What follows belongs to an exercise in optimizing a design on an open flow for small area, a short achievable clock period and few clock cycles; a production flow would make more cautious choices.
No activity file was given, so power comes from the tool's default toggle rates.

==> flow/design.v (excerpt) <==
module bgfc_rx (
    input  wire        clk,
    input  wire        rst,
    input  wire        unknown_fatal,
    input  wire        rx_valid,
    input  wire [7:0]  rx_data,
    output wire        rx_ready,
    input  wire        reg_valid,
    input  wire        reg_unreg,
    input  wire [1:0]  reg_dir,
    input  wire [7:0]  reg_class,
    input  wire [7:0]  reg_cmd,
    input  wire [7:0]  reg_tag,
    output reg         reg_done,
    output reg         reg_err,
    output reg         fld_valid,
    output reg  [3:0]  fld_index,
    output reg  [3:0]  fld_type,
    output reg         fld_elem,
    output reg  [47:0] fld_data,
    output reg         done_valid,
    output wire [3:0]  done_status,
    output wire        done_event,
    output wire [7:0]  done_class,
    output wire [7:0]  done_cmd,
    output wire [10:0] done_len,
    output reg         done_handled,
    output reg  [7:0]  done_tag,
    output wire [10:0] done_cur,
    output wire [3:0]  done_fidx,
    output reg  [8:0]  done_need,
    output wire        halted
);
Size: about 170 I/O pins, ~0.020 mm^2 of cells after synthesis.
Settings: LEC_CHECK=0, CAP_MARGIN=20, CORE_MARGIN=2, CORE_UTILIZATION=40, CTS_CLUSTER_DIAMETER=60, CTS_CLUSTER_SIZE=25, SETUP_SLACK_MARGIN=4.5, SLEW_MARGIN=20; clock period 7.0 ns.
standard.sh (not shown) runs the stock make flow with config.mk's settings and CLKGATE_MAP_FILE= SYNTH_SCRIPT=/design/flow/synth_recipe.tcl, a recipe that flattens the netlist after the stock synthesis.
==> flow/flow/run.sh <==
#!/bin/bash
set -euo pipefail
export BUFFER_PORTS_ARGS="-buffer_cell sky130_fd_sc_hd__buf_1"
export CTS_ARGS="-sink_clustering_enable -repair_clock_nets -sink_clustering_size 25 -sink_clustering_max_diameter 60 -sink_clustering_levels 1"
bash standard.sh > standard.log 2>&1
Next try:
--- a/flow/design.v
+++ b/flow/design.v
@@ -258,27 +258,25 @@
     reg        h0, h1, h2, h3, pl;      
     reg        ev_t;                    
     reg  [2:0] lh_t;
     reg        ev;
     reg  [10:0] len;
     reg  [7:0] cls, cmd;
     reg        z;                       
     reg  [1:0] hit2;
     wire       hit = |hit2;
-    reg  [11:0] cd;                     
     reg        st_mal, st_unk;          
     reg  [4:0] idx;
     reg        err;
     reg  [3:0] ty;                      
     reg  [3:0] fidx;
     reg  [3:0] dfidx;                   
-    reg  [5:1] bt;                      
-    wire [6:0] btx = {1'b0, bt, 1'b1};
+    reg  [2:0] bp;                      
     reg        abody;                   
     reg  [7:0] acnt;                    
     reg  [10:0] rem;                    
     reg  [10:0] cur;                    
     reg        inc;                     
     reg        npend;                   
     reg        spend;                   
     reg        n2;                      
     reg        fin;                     
@@ -297,22 +295,22 @@
     assign done_cmd    = cmd;
     assign done_len    = len;
     assign done_cur    = cur;
     assign done_fidx   = dfidx;
     wire [1:0] lk_hit;
     wire       lk_nop1, lk_nop2, lk_e21;
     wire [4:0] lk_idx;
     wire [3:0] lk_t0;
     wire [2:0] lk_place;
-    wire [11:0] cd_n;
+    wire [11:0] cd;                     
     bgfc_catalog_class u_class (
-        .class_id (reg_valid ? reg_class : ib),
-        .cd       (cd_n)
+        .class_id (cls),
+        .cd       (cd)
     );
     bgfc_catalog_lookup u_lookup (
         .is_event   (ev_t),
         .cd         (cd),
         .command_id (ib),
         .rot        (ph + 3'd1),
         .place      (lk_place),
         .hit        (lk_hit),
         .idx        (lk_idx),
@@ -340,27 +338,27 @@
     wire       pb     = iv & pl;                   
     wire       live   = ~err;             
     wire       last   = (rem == 11'd1);
     wire       rhz    = (rem[10:3] == 8'd0);
     wire       few    = rhz & ((wc == 2'd1) ? (rem[2:1] == 2'b00) :
                                (wc == 2'd2) ? ~rem[2] :
                                (wc == 2'd3) ? ~(rem[2] & rem[1]) : 1'b0);
     wire       cnt_big = (rem[10:8] == 3'd0) && (ib >= rem[7:0]);
     wire       cnt_odd = t_u16a & ib[0];
-    wire       e_last = abody ? (~ty[0] | bt[1]) :
-                        (wc == 2'd0) | ((wc == 2'd1) & bt[1]) |
-                        ((wc == 2'd2) & bt[3]) | ((wc == 2'd3) & bt[5]);
+    wire       e_last = abody ? (~ty[0] | bp[0]) :
+                        (wc == 2'd0) | ((wc == 2'd1) & bp[0]) |
+                        ((wc == 2'd2) & bp[1] & bp[0]) | ((wc == 2'd3) & bp[2] & bp[0]);
     wire       x_el    = pb & (t_fix | abody);          
     wire       x_cnt   = pb & t_arr & ~abody;           
     wire       d_el    = x_el & live;
     wire       d_cnt   = x_cnt & live;
     wire       d_left  = pb & live & t_end;             
-    wire       d_short = d_el & ~abody & ~bt[1] & few;
+    wire       d_short = d_el & ~abody & (bp == 3'd0) & few;
     wire       d_cbad  = d_cnt & (cnt_big | cnt_odd);
     wire       e_done  = d_el & e_last;
     wire       f_done  = (e_done & (~abody | (acnt == 8'd1))) | (d_cnt & (ib == 8'd0));
     wire       d_err   = d_left | d_short | d_cbad;
     wire       nop_cls = (~ev_t & cd[6]) | (ev_t & cd[8]);
     wire       f_err   = fin & live & ~t_end;           
     integer i;
     reg [47:0] fd_n;
     reg        ext;
@@ -373,22 +371,22 @@
         end
         if (iv & h1) begin
             ev  <= ev_t;
             len <= {lh_t, ib};
         end
         if (iv & h2)
             cls <= ib;
         if (iv & h3)
             cmd <= ib;
-        if ((iv & h2) | reg_valid)
-            cd <= cd_n;
-        if (reg_valid)
+        if (reg_valid) begin
             ev_t <= reg_dir[1];
+            cls  <= reg_class;
+        end
         if (rst) begin
             h0 <= 1'b1; h1 <= 1'b0; h2 <= 1'b0; h3 <= 1'b0; pl <= 1'b0;
         end else if (iv) begin
             if (h0) begin h0 <= 1'b0; h1 <= 1'b1; end
             if (h1) begin h1 <= 1'b0; h2 <= 1'b1; end
             if (h2) begin h2 <= 1'b0; h3 <= 1'b1; end
             if (h3) begin h3 <= 1'b0; if (z) h0 <= 1'b1; else pl <= 1'b1; end
             if (pl & last) begin pl <= 1'b0; h0 <= 1'b1; end
         end
@@ -408,26 +406,26 @@
         inc <= pb & live;
         if (iv & h3)
             cur <= 11'd0;
         else if (inc & ~err)
             cur <= cur + 11'd1;
         if (iv & h3) begin
             err   <= 1'b0;
             fidx  <= lk_nop2 ? 4'd2 : (lk_nop1 ? 4'd1 : 4'd0);
             ty    <= lk_t0;
-            bt    <= 5'd0;
+            bp    <= 3'd0;
             abody <= 1'b0;
             npend <= 1'b0;
         end else begin
             if (d_err | f_err)
                 err <= 1'b1;
             if (d_el)
-                bt <= e_last ? 5'd0 : {bt[4:1], 1'b1};
+                bp <= e_last ? 3'd0 : bp + 3'd1;
             if (d_cnt & (ib != 8'd0))
                 abody <= 1'b1;
             if (f_done) begin
                 abody <= 1'b0;
                 ty    <= nxt;
                 fidx  <= skip ? 4'd2 : fidx + 4'd1;
                 npend <= skip & ~last;
             end else if (pb)
                 npend <= 1'b0;
@@ -447,21 +445,21 @@
             acnt <= ib;
         else if (x_el & abody)
             acnt <= acnt - 8'd1;
         fd_n = fld_data;
         ext  = ~abody & t_sgn & ib[7];
         if (x_cnt) begin
             fd_n = {40'd0, ib};
         end else if (x_el) begin
             for (i = 0; i < 6; i = i + 1) begin
-                if (btx[i] & ~btx[i + 1])
+                if (bp == i)
                     fd_n[8*i +: 8] = ib;
-                else if (e_last & ~btx[i])
+                else if (e_last && i > bp)
                     fd_n[8*i +: 8] = {8{ext}};
             end
         end
         fld_index <= fidx;
         fld_type  <= ty[3] ? ty : {1'b0, ty[1:0], ty[2]};
         fld_elem  <= abody;
         if (pb & npend) begin
             fd_n = 48'd0;
             fld_index <= 4'd1;
Result: Total power went down by 4.4%. Worst setup slack degrades by 67 ps. Global-route usage went up by 1.3 points. Sequential share of layout area went down by 0.49 points. Clock skew went up by 17 ps. Routed wire length went down by 2.7%. Via count went down by 4.0%. Design area went down by 2.6%. Sequential cell count went down by 14. Count of clock-buffer cells in the layout went down by 2. Hold slack degrades by 21 ps. Utilization went up by 2.0 points. Die area went down by 6.5%.
Function was not checked in any run of this note: the RTL went through the layout flow alone.

[afterwards: timing with drivers on the ports]
Ports are ideal in the flow. The routed layouts listed here were re-timed in OpenROAD. Step 1, drivers: a clkbuf_16 drives clk and a buf_2 each remaining input, both assumed. Step 2 also shifts input and output timing later by t, the mid clock arrival at the registers, as if the neighbouring blocks saw the same clock. Slacks: ideal / step 1 / step 2; pairs: ideal / step 1.
run | shift t [ns] | slack for setup (ns) | worst setup path after step 2 | pins driven straight from the clock port
the first run | 0.623 | 4.438 / 4.380 / 4.256 | input to register | 1
the second run | 0.623 | 4.371 / 4.323 / 4.238 | input to register | 1
After both steps setup and hold are still met in every run listed. The setup slack of the first run, which loses most, moves by -0.058 ns with the drivers and by -0.182 ns with both steps.
